What follows belongs to an exercise in optimizing a design on an open flow for small area; a production flow would make more cautious choices. In this exercise RTL edits were held to simulation tests only and were not proved equivalent to the original. Power figures rest on the tool's default switching activity, not on a simulated workload.

<file path="flow/config.mk">
export PLATFORM = sky130hd
export DESIGN_NAME = minible_transport
export DESIGN_NICKNAME = minible_transport
export VERILOG_FILES = /design/flow/design.v
export SDC_FILE = /design/flow/constraint.sdc
export NUM_CORES = 4
export LEC_CHECK = 0
export CAP_MARGIN = 20
export CORE_MARGIN = 2
export CORE_UTILIZATION = 50
export SLEW_MARGIN = 20
export SYNTH_HIERARCHICAL = 1
</file>
<file path="flow/constraint.sdc">
create_clock -name core_clock -period 10.0 [get_ports {clk}]
set_input_delay 2.0000 -clock core_clock [delete_from_list [all_inputs] [get_ports {clk}]]
set_output_delay 2.0000 -clock core_clock [all_outputs]
set_load 0.01 [all_outputs]
</file>
<file path="flow/design.v">
module minible_transport (
    input  wire        clk,
    input  wire        rst,
    input  wire        req_valid,
    input  wire [31:0] req_word,
    output wire        req_ready,
    output reg         resp_valid,
    output reg  [2:0]  resp_kind,
    output wire [15:0] resp_type,
    output reg  [15:0] resp_len,
    input  wire        host_rd_en,
    input  wire        host_rd_buf,       
    input  wire [4:0]  host_rd_addr,
    output reg  [7:0]  host_rd_data,
    input  wire        host_wr_en,
    input  wire [4:0]  host_wr_addr,
    input  wire [7:0]  host_wr_data,
    input  wire        rx_valid,
    input  wire [7:0]  rx_byte,
    input  wire        rx_complete,
    input  wire        ghost_fire,
    input  wire        ghost_drop,
    input  wire [15:0] idle_rem,
    output wire        tx_valid,
    output wire [7:0]  tx_byte,
    input  wire        tx_ready,
    output wire [15:0] trstatus,
    output wire [7:0]  trfault,
    output wire [15:0] rx_landed_view,
    output wire [15:0] disp_type,
    output wire [15:0] disp_len,
    output wire [1:0]  disp_rmode
);
    localparam [1:0] RX_IDLE = 2'd0, RX_ACTIVE = 2'd1, RX_DPEND = 2'd2, RX_DONE = 2'd3;
    localparam [1:0] OP_NONE = 2'd0, OP_ACP = 2'd1, OP_WAIT = 2'd2;
    localparam [1:0] HS_IDLE = 2'd0, HS_ARMED = 2'd1, HS_REQ_SENT = 2'd2, HS_WAIT = 2'd3;
    localparam [2:0] K_DONE = 3'd0, K_NO_MSG = 3'd1, K_DISPATCHED = 3'd2, K_DROP_INVALID = 3'd3,
                     K_DROP_COMPLETED = 3'd4, K_DROP_OVERLEN = 3'd5, K_HS_MATCH = 3'd6;
    localparam [3:0] FLT_NONE = 4'd0, FLT_ILLEGAL = 4'd1, FLT_SEQUENCE = 4'd2, FLT_NOT_ARMED = 4'd3,
                     FLT_REM_RANGE = 4'd4, FLT_RX_OVERRUN = 4'd5, FLT_UNINIT = 4'd6,
                     FLT_TX_BUSY = 4'd7, FLT_BAD_TX = 4'd8;
    reg [255:0]   rxbuf_q, stage_q, txbuf_q;
    reg [5:0]     rx_hwm_q;            
    reg [1:0]     rx_state_q;
    reg [5:0]     rx_landed_q;
    reg           done_flag_q, rx_ghost_q;
    reg           tx_busy_q;
    reg [4:0]     tx_sent_q;
    reg           tx_load_q;           
    reg           answered_q, armed_q;
    reg [1:0]     busy_op_q;
    reg [15:0]    wait_exp_q;
    reg           phase_q;             
    reg [15:0]    d_type_q;
    reg [4:0]     d_len_q;
    reg [1:0]     d_rmode_q;
    reg           d_rearm_q;
    reg [1:0]     hs_state_q;
    reg [3:0]     fault_q;
    reg [1:0]     rx_state;
    reg [5:0]     rx_landed;
    reg           done_flag, rx_ghost;
    reg           tx_busy;
    reg [4:0]     tx_sent;
    reg           tx_arm;
    reg           answered, armed;
    reg [1:0]     busy_op;
    reg           phase;
    reg           d_rearm;
    reg [1:0]     hs_state;
    reg [3:0]     fault;
    reg           rsp_v;
    reg [2:0]     rsp_k;
    reg           reply;               
    reg [4:0]     land_at;             
    wire [3:0]  opsel = req_word[3:0];
    wire [1:0]  mod   = req_word[9:8];
    wire [15:0] arg16 = req_word[31:16];
    wire        req_fire = req_valid && req_ready;
    reg         illegal;
    always @* begin
        illegal = 1'b0;
        if (opsel == 4'h0 || opsel >= 4'h8) illegal = 1'b1;
        if (req_word[7:4] != 4'd0 || req_word[15:10] != 6'd0) illegal = 1'b1;
        if ((opsel == 4'h1 || opsel == 4'h3 || opsel == 4'h4 || opsel == 4'h5 || opsel == 4'h6) && mod != 2'd0)
            illegal = 1'b1;
        if (opsel == 4'h2 && mod == 2'd3) illegal = 1'b1;
        if (opsel == 4'h7 && mod[1]) illegal = 1'b1;
        if (opsel == 4'h7 && !mod[0] && arg16 != 16'd0) illegal = 1'b1;
        if ((opsel == 4'h1 || opsel == 4'h2 || opsel == 4'h3 || opsel == 4'h4 || opsel == 4'h6) && arg16 != 16'd0)
            illegal = 1'b1;
    end
    wire [15:0] rx_type  = rxbuf_q[0*8 +: 16];
    wire [15:0] rx_len1  = rxbuf_q[2*8 +: 16];
    wire [15:0] rx_len2  = rxbuf_q[28*8 +: 16];
    wire [15:0] rx_vfld  = rxbuf_q[30*8 +: 16];
    wire ok_type  = rx_hwm_q >= 6'd2;
    wire ok_len1  = rx_hwm_q >= 6'd4;
    wire ok_len2  = rx_hwm_q >= 6'd30;
    wire ok_valid = rx_hwm_q[5];
    wire        rd_fault = host_rd_en && !host_rd_buf && {1'b0, host_rd_addr} >= rx_hwm_q;
    wire        st_wr    = fault_q == FLT_NONE && !rd_fault && host_wr_en;
    wire [7:0]  b2 = stage_q[2*8 +: 8],  b3 = stage_q[3*8 +: 8];
    wire [7:0]  b28 = stage_q[28*8 +: 8], b29 = stage_q[29*8 +: 8];
    wire [7:0]  b30 = stage_q[30*8 +: 8], b31 = stage_q[31*8 +: 8];
    wire        w2  = st_wr && host_wr_addr == 5'd2,  w3  = st_wr && host_wr_addr == 5'd3;
    wire        w28 = st_wr && host_wr_addr == 5'd28, w29 = st_wr && host_wr_addr == 5'd29;
    wire        w30 = st_wr && host_wr_addr == 5'd30, w31 = st_wr && host_wr_addr == 5'd31;
    wire        wd_z  = host_wr_data == 8'd0;
    wire        wd_zh = host_wr_data[7:5] == 3'd0;
    wire [4:0]  l1 = w2  ? host_wr_data[4:0] : b2[4:0];
    wire [4:0]  l2 = w28 ? host_wr_data[4:0] : b28[4:0];
    wire        st_ok = (w3  ? wd_z  : b3 == 8'd0) && (w29 ? wd_z : b29 == 8'd0) &&
                        (w2  ? wd_zh : b2[7:5] == 3'd0) && (w28 ? wd_zh : b28[7:5] == 3'd0) &&
                        l1 == l2 && !(l1[4] && l1[3] && l1[2:0] != 3'd0) &&
                        !((w30 ? wd_z : b30 == 8'd0) && (w31 ? wd_z : b31 == 8'd0));
    wire        rx_act   = rx_state_q == RX_ACTIVE || rx_state_q == RX_DPEND;
    wire        rem_bad  = !rx_act && idle_rem > 16'd32;
    wire [5:0]  arrived  = rx_act ? rx_landed_q : 6'd32 - idle_rem[5:0];
    wire        fast_ok  = rx_len1 != 16'd0 && rx_len1[15:6] == 10'd0 && {1'b0, rx_len1[5:0]} + 7'd4 <= {1'b0, arrived};
    wire        case1    = arrived >= 6'd4 && !answered_q;
    wire        use_len2 = rx_len1 == 16'd0 || (req_fire && opsel == 4'h2 && !case1);
    wire [15:0] L        = use_len2 ? rx_len2 : rx_len1;
    reg deal, rearm, dropped, quiet;
    always @* begin
        rx_state = rx_state_q;  rx_landed = rx_landed_q;
        done_flag = done_flag_q;  rx_ghost = rx_ghost_q;
        tx_busy = tx_busy_q;  tx_sent = tx_sent_q;  tx_arm = 1'b0;
        answered = answered_q;  armed = armed_q;
        busy_op = busy_op_q;
        phase = phase_q;  d_rearm = d_rearm_q;
        hs_state = hs_state_q;  fault = fault_q;
        rsp_v = 1'b0;  rsp_k = K_DONE;
        reply = 1'b0;  land_at = rx_landed_q[4:0];
        deal = 1'b0;  rearm = 1'b0;  dropped = 1'b0;  quiet = 1'b0;
        if (fault == FLT_NONE) begin
            if (tx_busy && tx_ready) begin
                tx_sent = tx_sent + 5'd1;
                if (tx_sent_q == 5'd31) tx_busy = 1'b0;
            end
            if (rd_fault) fault = FLT_UNINIT;
        end
        if (fault == FLT_NONE) begin
            if (req_fire) begin
                if (illegal) begin
                    fault = FLT_ILLEGAL;
                end else begin
                    case (opsel)
                    4'h1: begin  
                        if (rx_state == RX_DPEND) rx_ghost = 1'b1;
                        rx_state = RX_ACTIVE;  rx_landed = 6'd0;  armed = 1'b1;
                        answered = 1'b0;
                        rsp_v = 1'b1;  rsp_k = K_DONE;
                    end
                    4'h2: begin  
                        if (phase) begin
                            fault = FLT_SEQUENCE;
                        end else if (!armed) begin
                            fault = FLT_NOT_ARMED;
                        end else if (rem_bad) begin
                            fault = FLT_REM_RANGE;
                        end else begin
                            if (case1) begin
                                if (done_flag) begin
                                    done_flag = 1'b0;
                                    rearm = 1'b1;
                                    if (!ok_len1) begin
                                        fault = FLT_UNINIT;
                                    end else if (rx_len1 != 16'd0) begin
                                        deal = 1'b1;
                                    end else if (!ok_valid) begin
                                        fault = FLT_UNINIT;
                                    end else if (rx_vfld != 16'd0) begin
                                        deal = 1'b1;
                                    end else begin
                                        dropped = 1'b1;
                                        rsp_k = K_DROP_INVALID;
                                        if (rx_state == RX_DPEND) rx_ghost = 1'b1;
                                        rx_state = RX_ACTIVE;  rx_landed = 6'd0;  armed = 1'b1;
                                        answered = 1'b0;
                                    end
                                end else begin
                                    if (!ok_len1) begin
                                        fault = FLT_UNINIT;
                                    end else if (fast_ok) begin
                                        answered = 1'b1;
                                        deal = 1'b1;
                                    end
                                end
                            end else begin
                                if (done_flag) begin
                                    done_flag = 1'b0;
                                    rearm = 1'b1;
                                    if (!answered) begin
                                        if (!ok_valid) fault = FLT_UNINIT;
                                        else if (rx_vfld != 16'd0) begin
                                            deal = 1'b1;
                                        end
                                    end
                                    if (fault == FLT_NONE) begin
                                        if (!deal) begin
                                            dropped = 1'b1;
                                            rsp_k = K_DROP_COMPLETED;
                                            if (rx_state == RX_DPEND) rx_ghost = 1'b1;
                                            rx_state = RX_ACTIVE;  rx_landed = 6'd0;  armed = 1'b1;
                                        end
                                        answered = 1'b0;
                                    end
                                end
                            end
                            if (fault == FLT_NONE) begin
                                if (deal) begin
                                    if (L > 16'd24) begin
                                        rsp_k = K_DROP_OVERLEN;
                                    end else if (!ok_type) begin
                                        fault = FLT_UNINIT;
                                    end else begin
                                        phase = 1'b1;
                                        d_rearm = rearm;
                                        rsp_k = K_DISPATCHED;
                                    end
                                end else if (!dropped) begin
                                    rsp_k = K_NO_MSG;
                                end
                                if (fault == FLT_NONE) rsp_v = 1'b1;
                            end
                        end
                    end
                    4'h3: begin  
                        if (tx_busy) begin
                            fault = FLT_TX_BUSY;
                        end else if (!st_ok) begin
                            fault = FLT_BAD_TX;
                        end else begin
                            tx_arm = 1'b1;
                            tx_busy = 1'b1;  tx_sent = 5'd0;
                            if (hs_state == HS_ARMED) hs_state = HS_REQ_SENT;
                            rsp_v = 1'b1;  rsp_k = K_DONE;
                        end
                    end
                    4'h4: begin  
                        busy_op = OP_ACP;
                    end
                    4'h5: begin  
                        if (!armed) begin
                            fault = FLT_NOT_ARMED;
                        end else begin
                            hs_state = HS_WAIT;
                            busy_op = OP_WAIT;
                        end
                    end
                    4'h6: begin  
                        if (rx_state == RX_DPEND) rx_ghost = 1'b1;
                        rx_state = RX_IDLE;
                        rsp_v = 1'b1;  rsp_k = K_DONE;
                    end
                    4'h7: begin  
                        if (!phase) begin
                            fault = FLT_SEQUENCE;
                        end else if (mod[0] && tx_busy) begin
                            fault = FLT_TX_BUSY;
                        end else if (mod[0] && arg16 > 16'd24) begin
                            fault = FLT_BAD_TX;
                        end else begin
                            if (d_rearm) begin
                                if (rx_state == RX_DPEND) rx_ghost = 1'b1;
                                rx_state = RX_ACTIVE;  rx_landed = 6'd0;  armed = 1'b1;
                                answered = 1'b0;
                            end
                            if (mod[0]) begin
                                reply = 1'b1;
                                tx_arm = 1'b1;
                                tx_busy = 1'b1;  tx_sent = 5'd0;
                            end
                            phase = 1'b0;
                            rsp_v = 1'b1;  rsp_k = K_DONE;
                        end
                    end
                    default: ;
                    endcase
                end
            end
            if (fault == FLT_NONE && busy_op == OP_ACP) begin
                quiet = !(rx_state == RX_ACTIVE && rx_landed != 6'd0) && rx_state != RX_DPEND
                        && !rx_ghost && !tx_busy;
                if (quiet) begin
                    rx_state = RX_ACTIVE;  rx_landed = 6'd0;  armed = 1'b1;
                    done_flag = 1'b0;  answered = 1'b0;
                    busy_op = OP_NONE;
                    hs_state = HS_ARMED;
                    rsp_v = 1'b1;  rsp_k = K_DONE;
                end
            end
            if (fault == FLT_NONE && busy_op == OP_WAIT && done_flag) begin
                done_flag = 1'b0;
                deal = 1'b0;
                if (!ok_len1) begin
                    fault = FLT_UNINIT;
                end else if (rx_len1 != 16'd0) begin
                    deal = 1'b1;
                end else if (!ok_valid) begin
                    fault = FLT_UNINIT;
                end else if (rx_vfld != 16'd0) begin
                    deal = 1'b1;
                end
                if (fault == FLT_NONE) begin
                    if (!ok_type) begin
                        fault = FLT_UNINIT;
                    end else if (deal && L <= 16'd24 && rx_type == wait_exp_q) begin
                        answered = 1'b0;
                        if (phase) d_rearm = 1'b1;
                        hs_state = HS_IDLE;
                        busy_op = OP_NONE;
                        rsp_v = 1'b1;  rsp_k = K_HS_MATCH;
                    end else begin
                        if (rx_state == RX_DPEND) rx_ghost = 1'b1;
                        rx_state = RX_ACTIVE;  rx_landed = 6'd0;  armed = 1'b1;
                        answered = 1'b0;
                    end
                end
            end
        end
        land_at = rx_landed[4:0];
        if (fault == FLT_NONE && rx_valid) begin
            if (rx_state == RX_ACTIVE) begin
                rx_landed = rx_landed + 6'd1;
                if (rx_landed == 6'd32) rx_state = RX_DPEND;
            end else begin
                fault = FLT_RX_OVERRUN;
            end
        end
        if (fault == FLT_NONE && rx_complete && rx_state == RX_DPEND) begin
            done_flag = 1'b1;
            rx_state = RX_DONE;
        end
        if (fault == FLT_NONE && rx_ghost) begin
            if (ghost_fire) begin
                done_flag = 1'b1;  rx_ghost = 1'b0;
            end else if (ghost_drop) begin
                rx_ghost = 1'b0;
            end
        end
        if (fault != FLT_NONE) rsp_v = 1'b0;
    end
    wire [7:0] fd_type0 = reply ? d_type_q[7:0]  : host_wr_data;
    wire [7:0] fd_type1 = reply ? d_type_q[15:8] : host_wr_data;
    wire [7:0] fd_zero  = reply ? 8'h00 : host_wr_data;
    wire [7:0] fd_len   = reply ? {3'd0, arg16[4:0]} : host_wr_data;
    wire [7:0] fd_one   = reply ? 8'h01 : host_wr_data;
    wire [7:0] wlo, llo;                
    wire [3:0] whi, lhi;
    genvar gi;
    generate
        for (gi = 0; gi < 8; gi = gi + 1) begin : g_wpre
            assign wlo[gi] = host_wr_addr[2:0] != gi;
            assign llo[gi] = land_at[2:0] != gi;
        end
        for (gi = 0; gi < 4; gi = gi + 1) begin : g_wpre4
            assign whi[gi] = !st_wr || host_wr_addr[4:3] != gi;
            assign lhi[gi] = !rx_valid || land_at[4:3] != gi;
        end
        for (gi = 0; gi < 32; gi = gi + 1) begin : g_buf
            wire host_hit, land_hit;
            mt_nor2 u_wh (.a(whi[gi/8]), .b(wlo[gi%8]), .y(host_hit));
            mt_nor2 u_lh (.a(lhi[gi/8]), .b(llo[gi%8]), .y(land_hit));
            wire       fld = gi < 4 || gi >= 28;
            wire [7:0] st_d = gi == 0 ? fd_type0 : gi == 1 ? fd_type1 :
                              gi == 2 || gi == 28 ? fd_len :
                              gi == 30 ? fd_one : fld ? fd_zero : host_wr_data;
            always @(posedge clk) begin
                if (host_hit || (fld && reply))
                    stage_q[gi*8 +: 8] <= st_d;
                if (tx_load_q)
                    txbuf_q[gi*8 +: 8] <= stage_q[gi*8 +: 8];
                if (land_hit)
                    rxbuf_q[gi*8 +: 8] <= rx_byte;
            end
        end
    endgenerate
    wire [63:0] rsel;                   
    wire [31:0] tsel;                   
    wire [7:0] rhi, rlo, tlo;           
    wire [3:0] thi;
    genvar si;
    generate
        for (si = 0; si < 8; si = si + 1) begin : g_pre
            assign rhi[si] = {host_rd_buf, host_rd_addr[4:3]} != si;
            assign rlo[si] = host_rd_addr[2:0] != si;
            assign tlo[si] = tx_sent_q[2:0] != si;
        end
        for (si = 0; si < 4; si = si + 1) begin : g_pre4
            assign thi[si] = tx_load_q || tx_sent_q[4:3] != si;
        end
        for (si = 0; si < 64; si = si + 1) begin : g_rsel
            mt_nor2 u_r (.a(rhi[si/8]), .b(rlo[si%8]), .y(rsel[si]));
        end
        for (si = 0; si < 32; si = si + 1) begin : g_tsel
            mt_nor2 u_t (.a(thi[si/8]), .b(tlo[si%8]), .y(tsel[si]));
        end
    endgenerate
    wire [511:0] rdat = {stage_q, rxbuf_q};
    wire [7:0]   rd_mux, tx_mux;
    genvar bi;
    generate
        for (bi = 0; bi < 8; bi = bi + 1) begin : g_rdbit
            wire [63:0] d;
            wire [31:0] t;
            for (si = 0; si < 64; si = si + 1) begin : g_d
                assign d[si] = rdat[si*8 + bi];
            end
            for (si = 0; si < 32; si = si + 1) begin : g_t
                assign t[si] = txbuf_q[si*8 + bi];
            end
            mt_sel64 u_rd (.s(rsel), .d(d), .y(rd_mux[bi]));
            mt_sel33 u_tx (.s(tsel), .d(t), .s32(tx_load_q), .d32(stage_q[bi]), .y(tx_mux[bi]));
        end
    endgenerate
    always @(posedge clk) begin
        if (busy_op_q != OP_WAIT) wait_exp_q <= arg16;
        if (!phase_q) begin
            d_type_q  <= rx_type;
            d_len_q   <= L[4:0];
            d_rmode_q <= mod;
        end
        host_rd_data <= rd_mux;
        resp_kind <= rsp_k;
        resp_len  <= L;
        if (rst) begin
            rx_hwm_q <= 6'd0;
            rx_state_q <= RX_IDLE;
            rx_landed_q <= 6'd0;
            done_flag_q <= 1'b0;
            rx_ghost_q <= 1'b0;
            tx_busy_q <= 1'b0;
            tx_sent_q <= 5'd0;
            tx_load_q <= 1'b0;
            answered_q <= 1'b0;
            armed_q <= 1'b0;
            busy_op_q <= OP_NONE;
            phase_q <= 1'b0;
            d_rearm_q <= 1'b0;
            hs_state_q <= HS_IDLE;
            fault_q <= FLT_NONE;
            resp_valid <= 1'b0;
        end else begin
            if (rx_valid && {1'b0, land_at} == rx_hwm_q) rx_hwm_q <= rx_hwm_q + 6'd1;
            rx_state_q <= rx_state;
            rx_landed_q <= rx_landed;
            done_flag_q <= done_flag;
            rx_ghost_q <= rx_ghost;
            tx_busy_q <= tx_busy;
            tx_sent_q <= tx_sent;
            tx_load_q <= tx_arm;
            answered_q <= answered;
            armed_q <= armed;
            busy_op_q <= busy_op;
            phase_q <= phase;
            d_rearm_q <= d_rearm;
            hs_state_q <= hs_state;
            fault_q <= fault;
            resp_valid <= rsp_v;
        end
    end
    assign req_ready = (busy_op_q == OP_NONE) && (fault_q == FLT_NONE);
    assign tx_valid  = tx_busy_q && (fault_q == FLT_NONE);
    assign tx_byte   = tx_mux;
    assign resp_type = resp_kind[2] ? wait_exp_q : d_type_q;
    assign trstatus = {2'b00,
                       fault_q != FLT_NONE,
                       armed_q,
                       busy_op_q,
                       hs_state_q,
                       tx_busy_q,
                       phase_q && d_rearm_q,
                       phase_q,
                       answered_q,
                       rx_ghost_q,
                       done_flag_q,
                       rx_state_q};
    assign trfault        = {4'd0, fault_q};
    assign rx_landed_view = {10'd0, rx_landed_q};
    assign disp_type      = d_type_q;
    assign disp_len       = {11'd0, d_len_q};
    assign disp_rmode     = d_rmode_q;
endmodule
module mt_sel64 (
    input  wire [63:0] s,
    input  wire [63:0] d,
    output wire        y
);
    wire [21:0] n;                      
    genvar k;
    generate
        for (k = 0; k < 21; k = k + 1) begin : g_a
            mt_aoi222 u (.a0(s[3*k]), .b0(d[3*k]), .a1(s[3*k+1]), .b1(d[3*k+1]),
                         .a2(s[3*k+2]), .b2(d[3*k+2]), .y(n[k]));
        end
    endgenerate
    mt_nand2 u_last (.a(s[63]), .b(d[63]), .y(n[21]));
    wire [5:0] p;                       
    mt_nand4 u_p0 (.a(n[0]),  .b(n[1]),  .c(n[2]),  .d(n[3]),  .y(p[0]));
    mt_nand4 u_p1 (.a(n[4]),  .b(n[5]),  .c(n[6]),  .d(n[7]),  .y(p[1]));
    mt_nand4 u_p2 (.a(n[8]),  .b(n[9]),  .c(n[10]), .d(n[11]), .y(p[2]));
    mt_nand4 u_p3 (.a(n[12]), .b(n[13]), .c(n[14]), .d(n[15]), .y(p[3]));
    mt_nand4 u_p4 (.a(n[16]), .b(n[17]), .c(n[18]), .d(n[19]), .y(p[4]));
    mt_nand2 u_p5 (.a(n[20]), .b(n[21]), .y(p[5]));
    wire [1:0] q;
    mt_nor3 u_q0 (.a(p[0]), .b(p[1]), .c(p[2]), .y(q[0]));
    mt_nor3 u_q1 (.a(p[3]), .b(p[4]), .c(p[5]), .y(q[1]));
    mt_nand2 u_y (.a(q[0]), .b(q[1]), .y(y));
endmodule
module mt_sel33 (
    input  wire [31:0] s,
    input  wire [31:0] d,
    input  wire        s32,
    input  wire        d32,
    output wire        y
);
    wire [10:0] n;
    genvar k;
    generate
        for (k = 0; k < 10; k = k + 1) begin : g_a
            mt_aoi222 u (.a0(s[3*k]), .b0(d[3*k]), .a1(s[3*k+1]), .b1(d[3*k+1]),
                         .a2(s[3*k+2]), .b2(d[3*k+2]), .y(n[k]));
        end
    endgenerate
    mt_aoi222 u_last (.a0(s[30]), .b0(d[30]), .a1(s[31]), .b1(d[31]), .a2(s32), .b2(d32), .y(n[10]));
    wire [2:0] p;
    mt_nand4 u_p0 (.a(n[0]), .b(n[1]), .c(n[2]),  .d(n[3]), .y(p[0]));
    mt_nand4 u_p1 (.a(n[4]), .b(n[5]), .c(n[6]),  .d(n[7]), .y(p[1]));
    mt_nand3 u_p2 (.a(n[8]), .b(n[9]), .c(n[10]), .y(p[2]));
    mt_or3   u_y  (.a(p[0]), .b(p[1]), .c(p[2]), .y(y));
endmodule
module mt_aoi222 (input wire a0, b0, a1, b1, a2, b2, output wire y);
    assign y = ~((a0 & b0) | (a1 & b1) | (a2 & b2));
endmodule
module mt_nand2 (input wire a, b, output wire y);
    assign y = ~(a & b);
endmodule
module mt_nand3 (input wire a, b, c, output wire y);
    assign y = ~(a & b & c);
endmodule
module mt_nand4 (input wire a, b, c, d, output wire y);
    assign y = ~(a & b & c & d);
endmodule
module mt_nor3 (input wire a, b, c, output wire y);
    assign y = ~(a | b | c);
endmodule
module mt_or3 (input wire a, b, c, output wire y);
    assign y = a | b | c;
endmodule
module mt_nor2 (input wire a, b, output wire y);
    assign y = ~(a | b);
endmodule
</file>
<file path="flow/flow/run.sh">
#!/bin/bash
# The standard layout (standard.sh, unchanged synthesis) with two changes:
# - ports buffered with buf_1 instead of the default delay buffer,
# - clock tree from clkbuf_16 with larger sink clusters and no dummy loads.
# ORFS writes each step's full log under orfs/logs/; make's output goes to standard.log.
set -euo pipefail
export BUFFER_PORTS_ARGS="-buffer_cell sky130_fd_sc_hd__buf_1"
export CTS_ARGS="-sink_clustering_enable -repair_clock_nets -dont_use_dummy_load -buf_list {sky130_fd_sc_hd__clkbuf_16} -sink_clustering_size 25 -sink_clustering_max_diameter 80"
bash standard.sh > standard.log 2>&1
</file>
<file path="flow/standard.sh">
#!/bin/bash
# synth_recipe.tcl (not shown) runs the flow's synth.tcl, then flattens the netlist and writes it again
# the make line also repeats each setting of config.mk as NAME=value (left out here)
make -C /OpenROAD-flow-scripts/flow DESIGN_CONFIG=/design/flow/config.mk WORK_HOME=/design/flow/orfs CLKGATE_MAP_FILE= SYNTH_SCRIPT=/design/flow/synth_recipe.tcl "${@:-finish}"
</file>
==> results of run 1 <==
layer usage:
layer  track usage [%]  up-vias
li1                  -     9759
met1              41.2    11600
met2              49.1     1454
met3              4.63      253
met4              13.8        6
met5                 0        -
power by group through the flow:
stage	sequential, mW	combinational (mW)	clock, mW
finish	4.11	0.723	1.83
global placement	4.19	0.706	0
detailed placement	4.19	0.705	0
global route	4.11	0.771	1.97
floorplan	4.16	0.413	0
CTS	4.10	0.708	1.85
per-module statistics from Yosys (local to each module, per instance), excerpt:
| module | area [µm²] | copies in the design | flip-flops and latches |
|---|---|---|---|
| minible_transport | 31000 | 1 | 870 |
| mt_aoi222 | 10.0 | 256 | 0 |
| mt_nand2 | 3.75 | 24 | 0 |
| mt_nand3 | 5.00 | 8 | 0 |
| mt_nand4 | 6.26 | 56 | 0 |
| mt_nor2 | 3.75 | 160 | 0 |
| mt_nor3 | 10.0 | 16 | 0 |
| mt_or3 | 6.26 | 8 | 0 |
worst max-delay path, cell delays in order:
cell	delay [ps]
buf_1	420
nor2_1	170
or3_1	380
a211oi_2	610
a41oi_1	380
a2111oi_0	730
o211ai_1	260
o21ai_2	300
o21ai_4	140
and2_4	230
ha_1	250
nand2_1	110
nand3_1	80
o21ai_0	120
a31oi_1	120
or4b_1	610
o31ai_1	330
nand4_1	130
a31oi_1	190
cells in the mapped netlist, types with 4 or more instances:
cell type	n
nor2b_1	26
a2111oi_0	4
clkbuf_1	23
nand2b_1	7
o21bai_1	5
nor3_2	17
a211oi_1	11
buf_2	10
ha_1	30
o21ai_0	38
o21ai_1	4
a21o_1	23
dfxtp_1	63
xor2_1	18
nand4_1	77
edfxtp_1	807
a222oi_1	256
or4_1	7
o311a_1	4
nand4b_1	4
mux2i_1	9
nor3b_1	4
a31oi_1	9
xnor2_1	22
nand3_1	46
nor2_1	225
o31ai_1	11
or3_1	26
inv_1	44
o2111ai_1	6
nor4_1	31
and2_1	6
buf_4	33
nand2_1	119
nand3b_1	9
and3_1	12
or2_2	15
mux2_2	32
nor3_1	21
a21oi_1	43
o22ai_1	9
per-stage QoR:
| stage | hold WS [ps] | cells |
|---|---|---|
| floorplan | 425 | 2272 |
| global placement | 430 | 3350 |
| detailed placement | 432 | 3350 |
| CTS | 444 | 3393 |
| global route | 462 | 3395 |
| finish | 443 | 3396 |
final cells by class:
type,instances,share of cell area [%]
timing repair buffer,216,2.49
sequential,870,67.5
antenna,3,0.0199
clock buffer,43,2.85
tap,931,3.08
multi-input combinational,1287,23.6
inverter,46,0.457
kinds of logic (layout without fill, tap and decap cells):
kind of cell	after synthesis	after routing	share of synthesized area [%]
other cells	1	30	0.0107
fa+ha+maj	31	31	1.10
flops	870	870	73.1
simple gates	675	675	10.0
buf+inv	115	305	1.63
xor+xnor	42	42	1.10
mux	41	41	1.29
compound gates	471	471	11.8
registers in the layout, summed over array words and instances (netlist names), 2 cells and up:
signal        count
hs_state_q        2
fault_q           4
rxbuf_q         256
busy_op_q         2
txbuf_q         256
host_rd_data      8
rx_hwm_q          6
resp_len         16
stage_q         256
d_rmode_q         2
wait_exp_q       16
rx_state_q        2
tx_sent_q         5
rx_landed_q       6
resp_kind         3
d_type_q         16
d_len_q           5
path summary, 6_finish.rpt:
| path | start | slack [ps] | end |
|---|---|---|---|
| max | req_word[0] | 2910 | done_flag_q$_SDFF_PP0_ |
| min | stage_q[216]$_DFFE_PP_ | 440 | txbuf_q[216]$_DFFE_PP_ |
| max reg2reg | rx_state_q[0]$_SDFF_PP0_ | 3910 | done_flag_q$_SDFF_PP0_ |
| min reg2reg | stage_q[216]$_DFFE_PP_ | 440 | txbuf_q[216]$_DFFE_PP_ |
layout by cell type (no fill, tap or decap), types with 5 or more instances in the layout:
cell type and count:
o21bai_1 5, and3_1 12, nor3_1 20, o2111ai_1 6, nand2_1 119, edfxtp_1 807, inv_1 44, dfxtp_1 62
a21oi_1 43, conb_1 27, nor2_1 225, or3_1 26, nand2b_1 7, o31ai_1 11, or2_2 15, xor2_1 18
nor2b_1 26, mux2i_1 9, xnor2_1 22, nor4_1 31, a21o_1 23, and2_1 6, mux2_2 32, a31oi_1 9
nand3_1 46, o21ai_0 38, ha_1 30, a211oi_1 10, clkbuf_16 43, or4_1 7, o22ai_1 9, a222oi_1 256
buf_1 185, nand4_1 77, nor3_2 18, nand3b_1 9, buf_4 30
==> flow_summary.yaml, run 1 <==
global_route:
  grt_pass1_wl_mm: 156
  antenna_found_initial: 7
  grt_max_degree: 203
  track_usage_pct: 30.5
  grt_pass1_vias: 21900
  globalRoute.totalOverflow: 0
pwr:
  combinationalPowerShare_pct: 10.9
  p_sw_mw: 1.66
  ir_worst_vdd_uv: 136
  p_int_mw: 5.00
  cellLeakagePower_nw: 11.6
  power.density_nw_per_um2: 176
  clock_power_share_pct: 27.5
  total_power_mw: 6.66
  pwr-share-seq_pct: 61.6
  switching_share_pct: 25.0
synth:
  netlist_instances: 2246
  synth.distinct_cells: 95
  synth_seq_cells: 870
  syn_area_per_cell_um2: 15.5
  synthArstFlopShare_pct: 0
  syn-cell-area_um2: 34900
  synth_seq_area_share_pct: 73.1
  synthFlopType: "edfxtp_1"
  synth_area_leaders: "edfxtp_1 (69%), a222oi_1 (7.3%), dfxtp_1 (3.6%)"
  synth_edf_count: 807
  yosysWarnings: 7
  yosysTopAreaCellShare_pct: 69.5
  yosysTopAreaCell: "edfxtp_1"
detailed_routing:
  first_iter_violations: 3986
  wl_met1_mm: 42.3
  via_count: 23100
  ant_nets: 0
  drt-wirelength-per-cell_um: 32.5
  vias_per_cell: 6.81
  topRoutingLayerUsed: "met5"
  wl_met2_mm: 52.0
  wl_met3_mm: 10.1
  totalWireLength_mm: 110
  drc_errors: 0
  drt_pass1_iterations: 10
floorplan:
  rows: 96
  io_pins: 213
  start_util_pct: 50.7
  die_x_um: 268
  dieArea_um2: 71900
  die_h_um: 268
  core_area_um2: 68800
timing:
  fmax_ghz: 0.141
  fin_tns_setup_ps: 0
  setup_viol_count_final: 0
  period_share_pct: 70.9
  relSlewSlack_pct: 22.3
  rsz0062_at_grt: "no"
  fin_ws_ps: 2910
  slew_violations: 0
  clock_skew_ps: 88.7
  finalHoldViolCount: 0
  period_needed_ps: 7090
  worstMarginPinSlew_ps: 1160
critical_path:
  startpoint_type: "input port"
  cp-end-kind: "flip-flop"
  critPathKind: "input port to flip-flop"
  worstPathArrival_ps: 7550
  reg2reg_depth: 21
  cp_data_required_time_ps: 10470
  path_max_fanout: 12
clock_tree:
  clk_latency_ps: 620
  cts_tree: "built"
  cts.clk_slew.worst_paths_ps: 90
  cts_num_sinks: 870
  postCtsSetupRepairBufs: 0
  clockBufferDepth: 3
  ctsHoldBuffers: 0
  htreeDepth: 2
  cts_root_buf: "clkbuf_16"
  cts_resized: 0
  numCtsBuffers: 43
placement:
  placed_cell_area_um2: 36700
  portBuffers: 185
  post-dp-hpwl_mm: 80.0
  gp_congestion: 0.979
  pre_cts_ws_ps: 2590
cells_and_area:
  finalInstanceArea_um2: 37800
  nFillCells: 5625
  post-route-util_pct: 54.9
  nets: 2579
  drive_gt1_share_pct: 6.78
  seqCellArea_um2: 25500
  multi_input_area_um2: 8930
  syn_to_final_growth_pct: 8.32
status:
  status: "timing/DRC/antenna clean"
worst_hold_path:
  whs_path_depth: 0
  hold_class: "flip-flop to flip-flop"
job:
  cap_violations: 0
==> inputs of run 2 (changes only) <==
==> flow/flow/run.sh (replaced) <==
#!/bin/bash
# The standard layout (standard.sh, unchanged synthesis) with two changes:
# - ports buffered with buf_1 instead of the default delay buffer,
# - clock tree from clkbuf_4 leaf clusters of up to 10 sinks and no dummy loads.
# ORFS writes each step's full log under orfs/logs/; make's output goes to standard.log.
set -euo pipefail
export BUFFER_PORTS_ARGS="-buffer_cell sky130_fd_sc_hd__buf_1"
export CTS_ARGS="-sink_clustering_enable -repair_clock_nets -dont_use_dummy_load -buf_list {sky130_fd_sc_hd__clkbuf_4} -sink_clustering_size 10 -sink_clustering_max_diameter 40"
bash standard.sh > standard.log 2>&1
--- a/flow/config.mk
+++ b/flow/config.mk
@@ -7,6 +7,6 @@
 export LEC_CHECK = 0
 export CAP_MARGIN = 20
 export CORE_MARGIN = 2
-export CORE_UTILIZATION = 50
+export CORE_UTILIZATION = 55
 export SLEW_MARGIN = 20
 export SYNTH_HIERARCHICAL = 1
==> run 2 against run 1 <==
  * Power decreased by 3.4%
  * Count of clock-buffer cells in the layout increased by 72
  * Final area decreased by 0.74%
  * Sequential share of layout area increased by 0.50 points
  * First-iteration DRC count increased by 4.3%
  * Die area decreased by 9.0%
  * Critical path depth decreased by 11
  * Non-clock buffer count increased by 6
  * Sequential power about the same
  * Maximum frequency increased by 3.3%
  * Highest routed layer unchanged
==> flow_summary.yaml, run 2 <==
synth:
  synth_seq_area_share_pct: 73.1
  yosys-top-cells-count: "edfxtp_1 (807), a222oi_1 (256), nor2_1 (225)"
  synth_area_leaders: "edfxtp_1 (69%), a222oi_1 (7.3%), dfxtp_1 (3.6%)"
  yosysTopAreaCell: "edfxtp_1"
  synthArstFlopShare_pct: 0
  yosysMostFrequentCell: "edfxtp_1"
  netlist_instances: 2246
  synthFlopType: "edfxtp_1"
  synth_edf_count: 807
  yosysTopAreaCellShare_pct: 69.5
  synth.distinct_cells: 95
  syn_area_per_cell_um2: 15.5
  yosysWarnings: 7
  synth_seq_cells: 870
  syn-cell-area_um2: 34900
clock_tree:
  cts_root_buf: "clkbuf_4"
  postCtsSetupRepairBufs: 0
  ctsHoldBuffers: 0
  htreeDepth: 3
  cts_tree: "built"
  numCtsBuffers: 115
  clockBufferDepth: 3
  cts.clk_slew.worst_paths_ps: 100
  cts_num_sinks: 870
  cts_resized: 0
  clk_latency_ps: 940
critical_path:
  cp.depth: 8
  r2r_start: "rx_state_q[0]$_SDFF_PP0_"
  path_delay_family: "simple AND/OR/NAND/NOR gates"
  crit_chain: "buf_4, nor2_1, nand2_1, nor2_1, a222oi_1, nand4_1, or3_1, buf_1"
  critPathKind: "flip-flop to primary output"
  cp_data_required_time_ps: 8000
  crit_top_cell: "nor2_1"
  crit_path_start: "tx_load_q$_SDFF_PP0_"
  reg2reg_depth: 21
  slowest_stage: "dfxtp_4"
  slowest_delay_ps: 990
  worstPathArrival_ps: 4860
  path_buf_inv: 2
  startpoint_type: "flip-flop"
  path_max_fanout: 79
  cp-end-kind: "primary output"
pwr:
  p_int_mw: 4.75
  power.density_nw_per_um2: 172
  ir_worst_vdd_uv: 104
  switching_share_pct: 26.1
  p_sw_mw: 1.68
  clock_power_share_pct: 24.8
  cellLeakagePower_nw: 11.6
  pwr-share-seq_pct: 63.9
  combinationalPowerShare_pct: 11.2
cells_and_area:
  syn_to_final_growth_pct: 7.52
  nets: 2657
  drive_gt1_share_pct: 9.65
  final_common_cell: "edfxtp_1"
  layout_common_cells: "edfxtp_1 (807), a222oi_1 (256), nor2_1 (225)"
  fin_cells: 3392
  reg.largest.list: "rxbuf_q: 256 flops, stage_q: 256 flops, txbuf_q: 256 flops"
  post-route-util_pct: 59.7
  nFillCells: 4996
global_route:
  busiest_layer: "met2"
  grtUsageMet1_pct: 43.7
  track_usage_pct: 33.3
  use_met2_pct: 52.9
  grt_pass1_vias: 22600
  antenna_found_initial: 8
  grt_max_degree: 80
  globalRoute.totalOverflow: 0
  grt_util_met3_pct: 6.70
  grt_pass1_wl_mm: 157
detailed_routing:
  totalWireLength_mm: 110
  drc_errors: 0
  drt_pass1_iterations: 13
  ant_nets: 0
  drt-wirelength-per-cell_um: 32.5
  via_count: 23700
  vias_per_cell: 6.97
  first_iter_violations: 4159
placement:
  pre_cts_ws_ps: 2610
  portBuffers: 185
  gp_congestion: 1.00
  post-dp-hpwl_mm: 79.3
  place_inst: 3271
job:
  cap_violations: 0
status:
  status: "timing/DRC/antenna clean"
timing:
  setup_viol_count_final: 0
  rsz0062_at_grt: "no"
  relSlewSlack_pct: 32.6
  worstMarginPinSlew_ps: 1010
  clock_skew_ps: 148
  fin_tns_setup_ps: 0
  slew_violations: 0
  fmax_ghz: 0.146
  finalHoldViolCount: 0
  period_share_pct: 68.6
  period_needed_ps: 6860
  fin_ws_ps: 3140
  fin_hold_ws_ps: 413
floorplan:
  core_area_um2: 62900
  die_h_um: 256
  die_x_um: 256
  io_pins: 213
  dieArea_um2: 65500
  rows: 92
  start_util_pct: 55.5
worst_hold_path:
  hold_class: "flip-flop to flip-flop"
  whs_path_depth: 0
  hold_start: "stage_q[108]$_DFFE_PP_"
-- run 2: cell counts after synthesis --
Identical to the previous run, type by type.
-- run 2: routing by layer --
layer,up-vias,share of wire (%)
met5,-,0.019
met4,4,5.5
met3,267,9.9
met2,1569,47
met1,11800,37
li1,9974,-
-- run 2: layout make-up --
cell class              instances  area (µm²)  area share [%]
flip-flops and latches        870       25500            68.0
well taps                     846        1060            2.82
multi-input cells            1287        8930            23.8
inverters                      46         173           0.460
diodes                          6        15.0          0.0400
repair buffers                222         972            2.59
clock buffers                 115         863            2.30
-- run 2: cell families after synthesis --
| group | synth area share [%] |
|---|---|
| DFF | 73.1 |
| and+or+nand+nor | 10.0 |
| AOI/OAI and AO/OA | 11.8 |
| buffers and inverters | 1.63 |
| xor gates and xnor gates | 1.10 |
| muxes | 1.29 |
| adders and majority gates | 1.10 |
| other | 0.0107 |
-- run 2: modules after synthesis (local to each module, per instance), a selection --
module | area (µm²) | cells
minible_transport | 31000 | 1718
mt_nand2 | 3.75 | 1
mt_nor2 | 3.75 | 1
mt_nor3 | 10.0 | 1
mt_or3 | 6.26 | 1
mt_nand4 | 6.26 | 1
mt_nand3 | 5.00 | 1
mt_aoi222 | 10.0 | 1
-- run 2: final timing paths --
kind                                 end  slack (ps)
setup / recovery              tx_byte[6]        3140
hold / removal    txbuf_q[108]$_DFFE_PP_         410
setup reg to reg  done_flag_q$_SDFF_PP0_        3910
hold reg to reg   txbuf_q[108]$_DFFE_PP_         410
-- run 2: stage by stage --
step / power, mW / instance area (µm²)
floorplan: 4.57 / 35000
global placement: 4.89 / 36600
detailed placement: 4.89 / 36600
CTS: 6.45 / 37500
global route: 6.65 / 37500
finish: 6.43 / 37500
-- run 2: power groups by stage --
stage	sequential, mW	combinational [mW]	clock, mW
after floorplan	4.16	0.413	0
after global placement	4.19	0.701	0
after detailed placement	4.19	0.702	0
after CTS	4.11	0.705	1.63
after global routing	4.12	0.769	1.77
final	4.11	0.723	1.60
==> inputs of run 3 (changes only) <==
--- a/flow/design.v
+++ b/flow/design.v
@@ -39,7 +39,8 @@
     localparam [3:0] FLT_NONE = 4'd0, FLT_ILLEGAL = 4'd1, FLT_SEQUENCE = 4'd2, FLT_NOT_ARMED = 4'd3,
                      FLT_REM_RANGE = 4'd4, FLT_RX_OVERRUN = 4'd5, FLT_UNINIT = 4'd6,
                      FLT_TX_BUSY = 4'd7, FLT_BAD_TX = 4'd8;
-    reg [255:0]   rxbuf_q, stage_q, txbuf_q;
+    reg [255:0]   rxbuf_q, stage_q;
+    reg [255:0]   txbuf_q;             
     reg [5:0]     rx_hwm_q;            
     reg [1:0]     rx_state_q;
     reg [5:0]     rx_landed_q;
@@ -370,8 +371,8 @@
             always @(posedge clk) begin
                 if (host_hit || (fld && reply))
                     stage_q[gi*8 +: 8] <= st_d;
-                if (tx_load_q)
-                    txbuf_q[gi*8 +: 8] <= stage_q[gi*8 +: 8];
+                if (tx_load_q && gi != 3 && gi != 28 && gi != 29)
+                    txbuf_q[gi*8 +: 8] <= gi == 2 ? {3'd0, stage_q[gi*8 +: 5]} : stage_q[gi*8 +: 8];
                 if (land_hit)
                     rxbuf_q[gi*8 +: 8] <= rx_byte;
             end
@@ -400,19 +401,25 @@
     endgenerate
     wire [511:0] rdat = {stage_q, rxbuf_q};
     wire [7:0]   rd_mux, tx_mux;
+    wire [27:0] tsel_full = {tsel[31:30], tsel[27:4], tsel[1:0]};
+    wire        tsel_len  = tsel[2] || tsel[28];
     genvar bi;
     generate
         for (bi = 0; bi < 8; bi = bi + 1) begin : g_rdbit
             wire [63:0] d;
-            wire [31:0] t;
+            wire [27:0] t;
             for (si = 0; si < 64; si = si + 1) begin : g_d
                 assign d[si] = rdat[si*8 + bi];
             end
-            for (si = 0; si < 32; si = si + 1) begin : g_t
-                assign t[si] = txbuf_q[si*8 + bi];
+            for (si = 0; si < 28; si = si + 1) begin : g_t
+                assign t[si] = txbuf_q[(si < 2 ? si : si < 26 ? si + 2 : si + 4)*8 + bi];
             end
             mt_sel64 u_rd (.s(rsel), .d(d), .y(rd_mux[bi]));
-            mt_sel33 u_tx (.s(tsel), .d(t), .s32(tx_load_q), .d32(stage_q[bi]), .y(tx_mux[bi]));
+            if (bi < 5) begin : g_len
+                mt_sel30 u_tx (.s({tx_load_q, tsel_len, tsel_full}), .d({stage_q[bi], txbuf_q[2*8 + bi], t}), .y(tx_mux[bi]));
+            end else begin : g_nolen
+                mt_sel29 u_tx (.s({tx_load_q, tsel_full}), .d({stage_q[bi], t}), .y(tx_mux[bi]));
+            end
         end
     endgenerate
     always @(posedge clk) begin
@@ -509,14 +516,12 @@
     mt_nor3 u_q1 (.a(p[3]), .b(p[4]), .c(p[5]), .y(q[1]));
     mt_nand2 u_y (.a(q[0]), .b(q[1]), .y(y));
 endmodule
-module mt_sel33 (
-    input  wire [31:0] s,
-    input  wire [31:0] d,
-    input  wire        s32,
-    input  wire        d32,
+module mt_sel30 (
+    input  wire [29:0] s,
+    input  wire [29:0] d,
     output wire        y
 );
-    wire [10:0] n;
+    wire [9:0] n;
     genvar k;
     generate
         for (k = 0; k < 10; k = k + 1) begin : g_a
@@ -524,16 +529,38 @@
                          .a2(s[3*k+2]), .b2(d[3*k+2]), .y(n[k]));
         end
     endgenerate
-    mt_aoi222 u_last (.a0(s[30]), .b0(d[30]), .a1(s[31]), .b1(d[31]), .a2(s32), .b2(d32), .y(n[10]));
     wire [2:0] p;
-    mt_nand4 u_p0 (.a(n[0]), .b(n[1]), .c(n[2]),  .d(n[3]), .y(p[0]));
-    mt_nand4 u_p1 (.a(n[4]), .b(n[5]), .c(n[6]),  .d(n[7]), .y(p[1]));
-    mt_nand3 u_p2 (.a(n[8]), .b(n[9]), .c(n[10]), .y(p[2]));
+    mt_nand4 u_p0 (.a(n[0]), .b(n[1]), .c(n[2]), .d(n[3]), .y(p[0]));
+    mt_nand4 u_p1 (.a(n[4]), .b(n[5]), .c(n[6]), .d(n[7]), .y(p[1]));
+    mt_nand2 u_p2 (.a(n[8]), .b(n[9]), .y(p[2]));
+    mt_or3   u_y  (.a(p[0]), .b(p[1]), .c(p[2]), .y(y));
+endmodule
+module mt_sel29 (
+    input  wire [28:0] s,
+    input  wire [28:0] d,
+    output wire        y
+);
+    wire [9:0] n;
+    genvar k;
+    generate
+        for (k = 0; k < 9; k = k + 1) begin : g_a
+            mt_aoi222 u (.a0(s[3*k]), .b0(d[3*k]), .a1(s[3*k+1]), .b1(d[3*k+1]),
+                         .a2(s[3*k+2]), .b2(d[3*k+2]), .y(n[k]));
+        end
+    endgenerate
+    mt_aoi22 u_last (.a0(s[27]), .b0(d[27]), .a1(s[28]), .b1(d[28]), .y(n[9]));
+    wire [2:0] p;
+    mt_nand4 u_p0 (.a(n[0]), .b(n[1]), .c(n[2]), .d(n[3]), .y(p[0]));
+    mt_nand4 u_p1 (.a(n[4]), .b(n[5]), .c(n[6]), .d(n[7]), .y(p[1]));
+    mt_nand2 u_p2 (.a(n[8]), .b(n[9]), .y(p[2]));
     mt_or3   u_y  (.a(p[0]), .b(p[1]), .c(p[2]), .y(y));
 endmodule
 module mt_aoi222 (input wire a0, b0, a1, b1, a2, b2, output wire y);
     assign y = ~((a0 & b0) | (a1 & b1) | (a2 & b2));
 endmodule
+module mt_aoi22 (input wire a0, b0, a1, b1, output wire y);
+    assign y = ~((a0 & b0) | (a1 & b1));
+endmodule
 module mt_nand2 (input wire a, b, output wire y);
     assign y = ~(a & b);
 endmodule
==> run 3 against run 2 <==
  * Worst setup slack worse by 410 ps
  * Flip-flop and latch count is 27 lower
  * Largest cell class unchanged
  * Clock power decreased by 3%
  * Core utilization is essentially flat
  * Sequential share of layout area decreased by 0.82 points
  * Final area decreased by 2.0%
  * Still clean
==> flow_summary.yaml, run 3 <==
cells_and_area:
  seqCellArea_um2: 24700
  syn_to_final_growth_pct: 7.51
  nets: 2622
  drive_gt1_share_pct: 10.3
  multi_input_area_um2: 9030
  final_common_cell: "edfxtp_1"
  nFillCells: 4827
  reg.largest.list: "rxbuf_q: 256 flops, stage_q: 256 flops, txbuf_q: 229 flops"
  finalInstanceArea_um2: 36800
  layout_common_cells: "edfxtp_1 (780), a222oi_1 (246), nor2_1 (236)"
critical_path:
  startpoint_type: "input port"
  cp-end-kind: "flip-flop"
  crit_end: "done_flag_q$_SDFF_PP0_"
  ff2ff_setup_slack_ps: 3040
  critPathKind: "input port to flip-flop"
  r2r_start: "rx_state_q[0]$_SDFF_PP0_"
  path_max_fanout: 20
  reg2reg_depth: 19
  rr_endpoint: "done_flag_q$_SDFF_PP0_"
  worstPathArrival_ps: 8010
  cp_data_required_time_ps: 10740
  crit_path_start: "req_word[2]"
synth:
  yosysTopAreaCellShare_pct: 68.5
  yosysWarnings: 7
  synth_edf_count: 780
  yosysTopAreaCell: "edfxtp_1"
  yosys-top-cells-count: "edfxtp_1 (780), a222oi_1 (246), nor2_1 (237)"
  synth_area_leaders: "edfxtp_1 (69%), a222oi_1 (7.2%), dfxtp_1 (3.7%)"
  syn-cell-area_um2: 34200
  syn_area_per_cell_um2: 15.4
  synthFlopType: "edfxtp_1"
  synth.distinct_cells: 106
  netlist_instances: 2221
  synth_seq_area_share_pct: 72.2
  synth_seq_cells: 843
  yosysMostFrequentCell: "edfxtp_1"
  synthArstFlopShare_pct: 0
clock_tree:
  numCtsBuffers: 114
  htreeDepth: 3
  ctsHoldBuffers: 0
  clockBufferDepth: 3
  postCtsSetupRepairBufs: 0
  cts_resized: 0
  clk_latency_ps: 910
  cts_num_sinks: 843
  cts_tree: "built"
  cts.clk_slew.worst_paths_ps: 90
  cts_root_buf: "clkbuf_4"
timing:
  fmax_ghz: 0.138
  period_share_pct: 72.7
  period_needed_ps: 7270
  clock_skew_ps: 102
  relSlewSlack_pct: 25.0
  finalHoldViolCount: 0
  slew_violations: 0
  worstMarginPinSlew_ps: 1120
  fin_tns_setup_ps: 0
  rsz0062_at_grt: "no"
  fin_hold_ws_ps: 359
  setup_viol_count_final: 0
floorplan:
  die_h_um: 253
  die_x_um: 253
  start_util_pct: 55.5
  dieArea_um2: 64200
  rows: 91
  core_area_um2: 61600
  io_pins: 213
global_route:
  globalRoute.totalOverflow: 0
  antenna_found_initial: 3
  grt_max_degree: 201
  grt_pass1_wl_mm: 154
  grt_pass1_vias: 22300
  track_usage_pct: 33.7
pwr:
  combinationalPowerShare_pct: 11.2
  total_power_mw: 6.26
  clock_power_share_pct: 25.0
  p_int_mw: 4.64
  power.density_nw_per_um2: 170
  switching_share_pct: 25.9
  cellLeakagePower_nw: 11.5
  pwr-share-seq_pct: 63.9
  ir_worst_vdd_uv: 108
  p_sw_mw: 1.62
detailed_routing:
  first_iter_violations: 3995
  drc_errors: 0
  via_count: 23100
  totalWireLength_mm: 109
  ant_nets: 0
  vias_per_cell: 6.91
  drt-wirelength-per-cell_um: 32.5
  drt_pass1_iterations: 8
placement:
  placed_cell_area_um2: 35900
  portBuffers: 185
  gp_congestion: 0.963
  post-dp-hpwl_mm: 77.9
worst_hold_path:
  hold_class: "flip-flop to flip-flop"
status:
  status: "timing/DRC/antenna clean"
job:
  cap_violations: 0
## run 3: cell families after synthesis
family          after synthesis  share of synthesized area (%)
fa+ha+maj                    31                           1.13
compound gates              478                           12.4
flops                       843                           72.2
simple gates                672                           10.3
other cells                   1                         0.0110
xor+xnor                     30                          0.768
mux                          47                           1.51
buf+inv                     119                           1.71
## run 3: area by class of cell
cell class | count | area share, %
Clock buffer | 114 | 2.33
Timing Repair Buffer | 219 | 2.62
Inverter | 44 | 0.449
Tap cell | 837 | 2.85
Sequential cell | 843 | 67.2
Antenna cell | 2 | 0.0136
Multi-Input combinational cell | 1285 | 24.6
## run 3: how the worst min path moves through the flow
stage                                       from  slack, ps                     end  cells past startpoint
after detailed placement  stage_q[158]$_DFFE_PP_        430  txbuf_q[158]$_DFFE_PP_                      0
after global placement    stage_q[150]$_DFFE_PP_        430  txbuf_q[150]$_DFFE_PP_                      0
after global routing       stage_q[70]$_DFFE_PP_        360   txbuf_q[70]$_DFFE_PP_                      0
after CTS                  stage_q[70]$_DFFE_PP_        350   txbuf_q[70]$_DFFE_PP_                      0
after floorplan           stage_q[104]$_DFFE_PP_        430  txbuf_q[104]$_DFFE_PP_                      0
final                      stage_q[70]$_DFFE_PP_        360   txbuf_q[70]$_DFFE_PP_                      0
## run 3: metal layers
metal / share of wire [%] / track usage (%) / wire, µm
met5: 0.014 / 0 / 15
met2: 48 / 55.5 / 52300
met3: 9.2 / 6.64 / 9940
met1: 37 / 43.5 / 40600
met4: 5.2 / 15.3 / 5680
## run 3: worst max-delay path, stage by stage
cell	delay, ps
buf_1	570
nor2_1	190
a2111oi_0	740
nand3b_1	260
nor3b_2	410
and2_1	270
nand2_1	120
o31a_1	300
a311oi_4	490
o21a_4	250
o21ai_1	300
and2_1	340
ha_1	290
nor2_1	110
mux2i_1	80
o32a_1	290
nor3b_1	340
and4bb_1	300
nand3_1	90
a311oi_1	270
## run 3: power groups by stage
stage | combinational [mW] | clock [mW] | sequential, mW
2_1_floorplan | 0.398 | 0 | 4.05
3_3_place_gp | 0.683 | 0 | 4.08
3_5_place_dp | 0.687 | 0 | 4.08
4_1_cts | 0.690 | 1.60 | 4.00
5_1_grt | 0.745 | 1.73 | 4.00
6_report | 0.699 | 1.56 | 4.00
## run 3: per-stage QoR
| step | setup WS, ps | util (%) | cells |
|---|---|---|---|
| floorplan | 698 | - | 2247 |
| global placement | 2340 | 58.3 | 3228 |
| detailed placement | 2140 | 58.3 | 3228 |
| CTS | 3060 | 59.7 | 3342 |
| global route | 2310 | 59.7 | 3344 |
| finish | 2730 | 59.7 | 3344 |
## run 3: modules after synthesis (local to each module, per instance), excerpt
module / flops+latches / copies in the design
mt_nand2: 0 / 32
mt_nor3: 0 / 16
mt_aoi22: 0 / 3
mt_aoi222: 0 / 245
mt_nor2: 0 / 158
mt_nand4: 0 / 56
mt_or3: 0 / 8
minible_transport: 843 / 1
==> inputs of run 4 (changes only) <==
--- a/flow/design.v
+++ b/flow/design.v
@@ -81,7 +81,7 @@
     reg         illegal;
     always @* begin
         illegal = 1'b0;
-        if (opsel == 4'h0 || opsel >= 4'h8) illegal = 1'b1;
+        if (opsel == 4'h0 || opsel[3]) illegal = 1'b1;
         if (req_word[7:4] != 4'd0 || req_word[15:10] != 6'd0) illegal = 1'b1;
         if ((opsel == 4'h1 || opsel == 4'h3 || opsel == 4'h4 || opsel == 4'h5 || opsel == 4'h6) && mod != 2'd0)
             illegal = 1'b1;
@@ -95,9 +95,8 @@
     wire [15:0] rx_len1  = rxbuf_q[2*8 +: 16];
     wire [15:0] rx_len2  = rxbuf_q[28*8 +: 16];
     wire [15:0] rx_vfld  = rxbuf_q[30*8 +: 16];
-    wire ok_type  = rx_hwm_q >= 6'd2;
-    wire ok_len1  = rx_hwm_q >= 6'd4;
-    wire ok_len2  = rx_hwm_q >= 6'd30;
+    wire ok_type  = rx_hwm_q[5:1] != 5'd0;    
+    wire ok_len1  = rx_hwm_q[5:2] != 4'd0;    
     wire ok_valid = rx_hwm_q[5];
     wire        rd_fault = host_rd_en && !host_rd_buf && {1'b0, host_rd_addr} >= rx_hwm_q;
     wire        st_wr    = fault_q == FLT_NONE && !rd_fault && host_wr_en;
@@ -116,12 +115,14 @@
                         l1 == l2 && !(l1[4] && l1[3] && l1[2:0] != 3'd0) &&
                         !((w30 ? wd_z : b30 == 8'd0) && (w31 ? wd_z : b31 == 8'd0));
     wire        rx_act   = rx_state_q == RX_ACTIVE || rx_state_q == RX_DPEND;
-    wire        rem_bad  = !rx_act && idle_rem > 16'd32;
+    wire        rem_bad  = !rx_act && (idle_rem[15:6] != 10'd0 || (idle_rem[5] && idle_rem[4:0] != 5'd0));
     wire [5:0]  arrived  = rx_act ? rx_landed_q : 6'd32 - idle_rem[5:0];
     wire        fast_ok  = rx_len1 != 16'd0 && rx_len1[15:6] == 10'd0 && {1'b0, rx_len1[5:0]} + 7'd4 <= {1'b0, arrived};
-    wire        case1    = arrived >= 6'd4 && !answered_q;
+    wire        case1    = arrived[5:2] != 4'd0 && !answered_q;
     wire        use_len2 = rx_len1 == 16'd0 || (req_fire && opsel == 4'h2 && !case1);
     wire [15:0] L        = use_len2 ? rx_len2 : rx_len1;
+    wire        L_big    = L[15:5] != 11'd0 || (L[4] && L[3] && L[2:0] != 3'd0);         
+    wire        arg_big  = arg16[15:5] != 11'd0 || (arg16[4] && arg16[3] && arg16[2:0] != 3'd0);
     reg deal, rearm, dropped, quiet;
     always @* begin
         rx_state = rx_state_q;  rx_landed = rx_landed_q;
@@ -211,7 +212,7 @@
                             end
                             if (fault == FLT_NONE) begin
                                 if (deal) begin
-                                    if (L > 16'd24) begin
+                                    if (L_big) begin
                                         rsp_k = K_DROP_OVERLEN;
                                     end else if (!ok_type) begin
                                         fault = FLT_UNINIT;
@@ -260,7 +261,7 @@
                             fault = FLT_SEQUENCE;
                         end else if (mod[0] && tx_busy) begin
                             fault = FLT_TX_BUSY;
-                        end else if (mod[0] && arg16 > 16'd24) begin
+                        end else if (mod[0] && arg_big) begin
                             fault = FLT_BAD_TX;
                         end else begin
                             if (d_rearm) begin
@@ -307,7 +308,7 @@
                 if (fault == FLT_NONE) begin
                     if (!ok_type) begin
                         fault = FLT_UNINIT;
-                    end else if (deal && L <= 16'd24 && rx_type == wait_exp_q) begin
+                    end else if (deal && !L_big && rx_type == wait_exp_q) begin
                         answered = 1'b0;
                         if (phase) d_rearm = 1'b1;
                         hs_state = HS_IDLE;
==> run 4 against run 3 <==
  * Combinational power is 13% lower
  * Routed wire length is 0.28% higher
  * Via count is 0.58% higher
  * Worst setup slack better by 410 ps
  * Synthesized cell count is 1.2% higher
  * Final area is 0.62% lower
  * Non-clock buffer count is 5 higher
  * Clock skew is 22 ps higher
  * First-iteration DRC count is 6.5% higher
  * Clock power hardly changed
  * Sequential power is 2% lower
==> flow_summary.yaml, run 4 <==
critical_path:
  worstPathArrival_ps: 7560
  cp-end-kind: "flip-flop"
  rr_endpoint: "done_flag_q$_SDFF_PP0_"
  ff2ff_setup_slack_ps: 4050
  r2r_start: "rx_state_q[0]$_SDFF_PP0_"
  startpoint_type: "input port"
  path_max_fanout: 10
  cp_data_required_time_ps: 10700
  critPathKind: "input port to flip-flop"
  reg2reg_depth: 20
synth:
  yosysWarnings: 7
  synth_area_leaders: "edfxtp_1 (69%), a222oi_1 (7.2%), dfxtp_1 (3.7%)"
  yosys-top-cells-count: "edfxtp_1 (780), a222oi_1 (246), nor2_1 (220)"
  synth.distinct_cells: 96
  synthFlopType: "edfxtp_1"
  synth_seq_area_share_pct: 72.6
  netlist_instances: 2247
  yosysTopAreaCell: "edfxtp_1"
  yosysMostFrequentCell: "edfxtp_1"
  syn-cell-area_um2: 34000
  yosysTopAreaCellShare_pct: 68.9
  synth_edf_count: 780
  syn_area_per_cell_um2: 15.1
  synth_seq_cells: 843
  synthArstFlopShare_pct: 0
worst_hold_path:
  whs_path_depth: 0
  min_to: "txbuf_q[41]$_DFFE_PP_"
  hold_start: "stage_q[41]$_DFFE_PP_"
  hold_class: "flip-flop to flip-flop"
timing:
  fmax_ghz: 0.146
  worstMarginPinSlew_ps: 1090
  fin_tns_setup_ps: 0
  period_share_pct: 68.6
  finalHoldViolCount: 0
  clock_skew_ps: 125
  slew_violations: 0
  rsz0062_at_grt: "no"
  relSlewSlack_pct: 27.2
  period_needed_ps: 6860
  setup_viol_count_final: 0
global_route:
  track_usage_pct: 33.7
  grt_pass1_vias: 22000
  antenna_found_initial: 1
  grt_pass1_wl_mm: 153
  grt_max_degree: 86
  globalRoute.totalOverflow: 0
floorplan:
  die_x_um: 253
  start_util_pct: 55.4
  dieArea_um2: 63900
  core_area_um2: 61400
  rows: 91
  die_h_um: 253
  io_pins: 213
pwr:
  p_sw_mw: 1.53
  total_power_mw: 6.08
  clock_power_share_pct: 25.2
  switching_share_pct: 25.2
  power.density_nw_per_um2: 166
  ir_worst_vdd_uv: 106
  pwr-share-seq_pct: 64.8
  cellLeakagePower_nw: 11.5
  combinationalPowerShare_pct: 10.0
  p_int_mw: 4.54
cells_and_area:
  post-route-util_pct: 59.5
  nFillCells: 4874
  finalInstanceArea_um2: 36500
  drive_gt1_share_pct: 9.12
  nets: 2650
  reg.largest.list: "rxbuf_q: 256 flops, stage_q: 256 flops, txbuf_q: 229 flops"
  final_common_cell: "edfxtp_1"
  layout_common_cells: "edfxtp_1 (780), a222oi_1 (246), nor2_1 (220)"
  syn_to_final_growth_pct: 7.39
placement:
  post-dp-hpwl_mm: 78.2
  gp_congestion: 1.01
  placed_cell_area_um2: 35700
  portBuffers: 185
detailed_routing:
  vias_per_cell: 6.99
  ant_nets: 0
  drt_pass1_iterations: 10
  drc_errors: 0
  drt-wirelength-per-cell_um: 32.7
  totalWireLength_mm: 109
  first_iter_violations: 4253
  via_count: 23300
clock_tree:
  cts_tree: "built"
  postCtsSetupRepairBufs: 0
  numCtsBuffers: 109
  clockBufferDepth: 3
  clk_latency_ps: 910
  htreeDepth: 3
  cts_resized: 0
  cts_num_sinks: 843
  cts_root_buf: "clkbuf_4"
  cts.clk_slew.worst_paths_ps: 90
  ctsHoldBuffers: 0
job:
  cap_violations: 0
status:
  status: "timing/DRC/antenna clean"
-- run 4: cell count changes after synthesis, moves of 10 or more --
cell      change
a21o_1       -17
inv_1        +12
nand2_1      +38
nand2b_1     +11
nand3_1      +17
nor2_1       -17
nor3_1       +12
xnor2_1      +10
-- run 4: layout make-up --
cell class,count,area [µm²],share of cell area [%]
flip-flops and latches,843,24700,67.6
multi-input cells,1301,8820,24.1
repair buffers,224,1010,2.76
well taps,790,988,2.71
clock buffers,109,818,2.24
inverters,55,206,0.565
diodes,3,7.51,0.0206
-- run 4: power by group through the flow --
stage	sequential (mW)	clock, mW	combinational [mW]
floorplan	4.00	0	0.328
global placement	4.02	0	0.585
detailed placement	4.02	0	0.591
CTS	3.94	1.56	0.594
global route	3.94	1.69	0.639
finish	3.94	1.53	0.606
-- run 4: kinds of logic (layout without fill, tap and decap cells) --
family / after synthesis / after routing / synth area share, %
xor+xnor: 31 / 31 / 0.798
simple gates: 717 / 717 / 10.8
fa+ha+maj: 31 / 31 / 1.14
other cells: 1 / 30 / 0.0110
compound gates: 451 / 451 / 11.4
flops: 843 / 843 / 72.6
mux: 44 / 44 / 1.42
buf+inv: 129 / 388 / 1.85
-- run 4: how the worst max path moves through the flow --
stage	end	depth (start not counted)	slack, ps	start
global placement	done_flag_q$_SDFF_PP0_	19	2640	host_rd_addr[3]
CTS	done_flag_q$_SDFF_PP0_	20	3320	host_rd_addr[3]
floorplan	tx_byte[0]	5	700	tx_load_q$_SDFF_PP0_
global route	done_flag_q$_SDFF_PP0_	20	2680	host_rd_addr[3]
finish	done_flag_q$_SDFF_PP0_	20	3140	host_rd_addr[3]
detailed placement	rxbuf_q[122]$_DFFE_PP_	16	2480	host_rd_addr[3]
-- run 4: Yosys stat by module, one instance, submodules excluded, excerpt --
module,copies in the design,cell area [µm²],flops+latches
mt_or3,8,6.26,0
mt_aoi22,3,12.5,0
mt_aoi222,245,10.0,0
mt_nand2,32,3.75,0
mt_nor3,16,10.0,0
mt_nor2,158,3.75,0
minible_transport,1,30300,843
mt_nand4,56,6.26,0
-- run 4: metal layers --
metal	global-route usage [%]	routed length, µm
met3	5.94	10900
met2	56.3	52800
met5	0	0
met1	43.8	40300
met4	14.0	4830
-- run 4: worst max-delay path, stage by stage --
cell,delay (ps)
buf_1,380
ha_1,340
a211oi_1,230
o21ai_1,360
a2111oi_0,880
o21ai_1,240
a2111o_1,510
or2_2,300
o41ai_1,110
a31oi_4,150
nand2_1,200
inv_1,100
ha_1,270
or3_1,380
o21ai_0,90
nand2_1,80
o21ai_0,180
nand4b_1,160
or3_1,340
a311oi_1,250
-- run 4: stage by stage --
stage	hold slack (ps)	setup slack (ps)	cells
2_1_floorplan	425	698	2273
3_3_place_gp	431	2640	3212
3_5_place_dp	433	2480	3212
4_1_cts	422	3320	3321
5_1_grt	431	2680	3323
6_report	420	3140	3325

[static timing again, ports no longer ideal]
The flow's constraints put no driver on any port. The routed layouts listed below were extracted and timed again, unchanged, in two steps. Step 1 assumes that a clkbuf_16 drives the clock port and a buf_2 every other input. Step 2 times the ports against the registers' clock, not the clock port: input delays grow and output delays shrink by t, the midpoint of the rising clock arrivals with the driver on. Three values: no drivers, after step 1, after step 2; two values: the first two.
| run | t, ns | slack for setup (ns) | worst register clock-pin slew, ns |
|---|---|---|---|
| run 1 | 0.644 | 2.910 / 2.946 / 2.302 | 0.10 / 0.10 |
| run 2 | 0.928 | 3.137 / 3.074 / 2.268 | 0.11 / 0.11 |
| run 3 | 0.929 | 2.730 / 2.765 / 1.836 | 0.11 / 0.11 |
| run 4 | 0.909 | 3.138 / 3.159 / 2.250 | 0.11 / 0.11 |
After both steps every run listed still meets setup and hold. For run 3, which loses most, drivers alone change the setup slack by +0.035 ns; drivers and shift together by -0.894 ns.
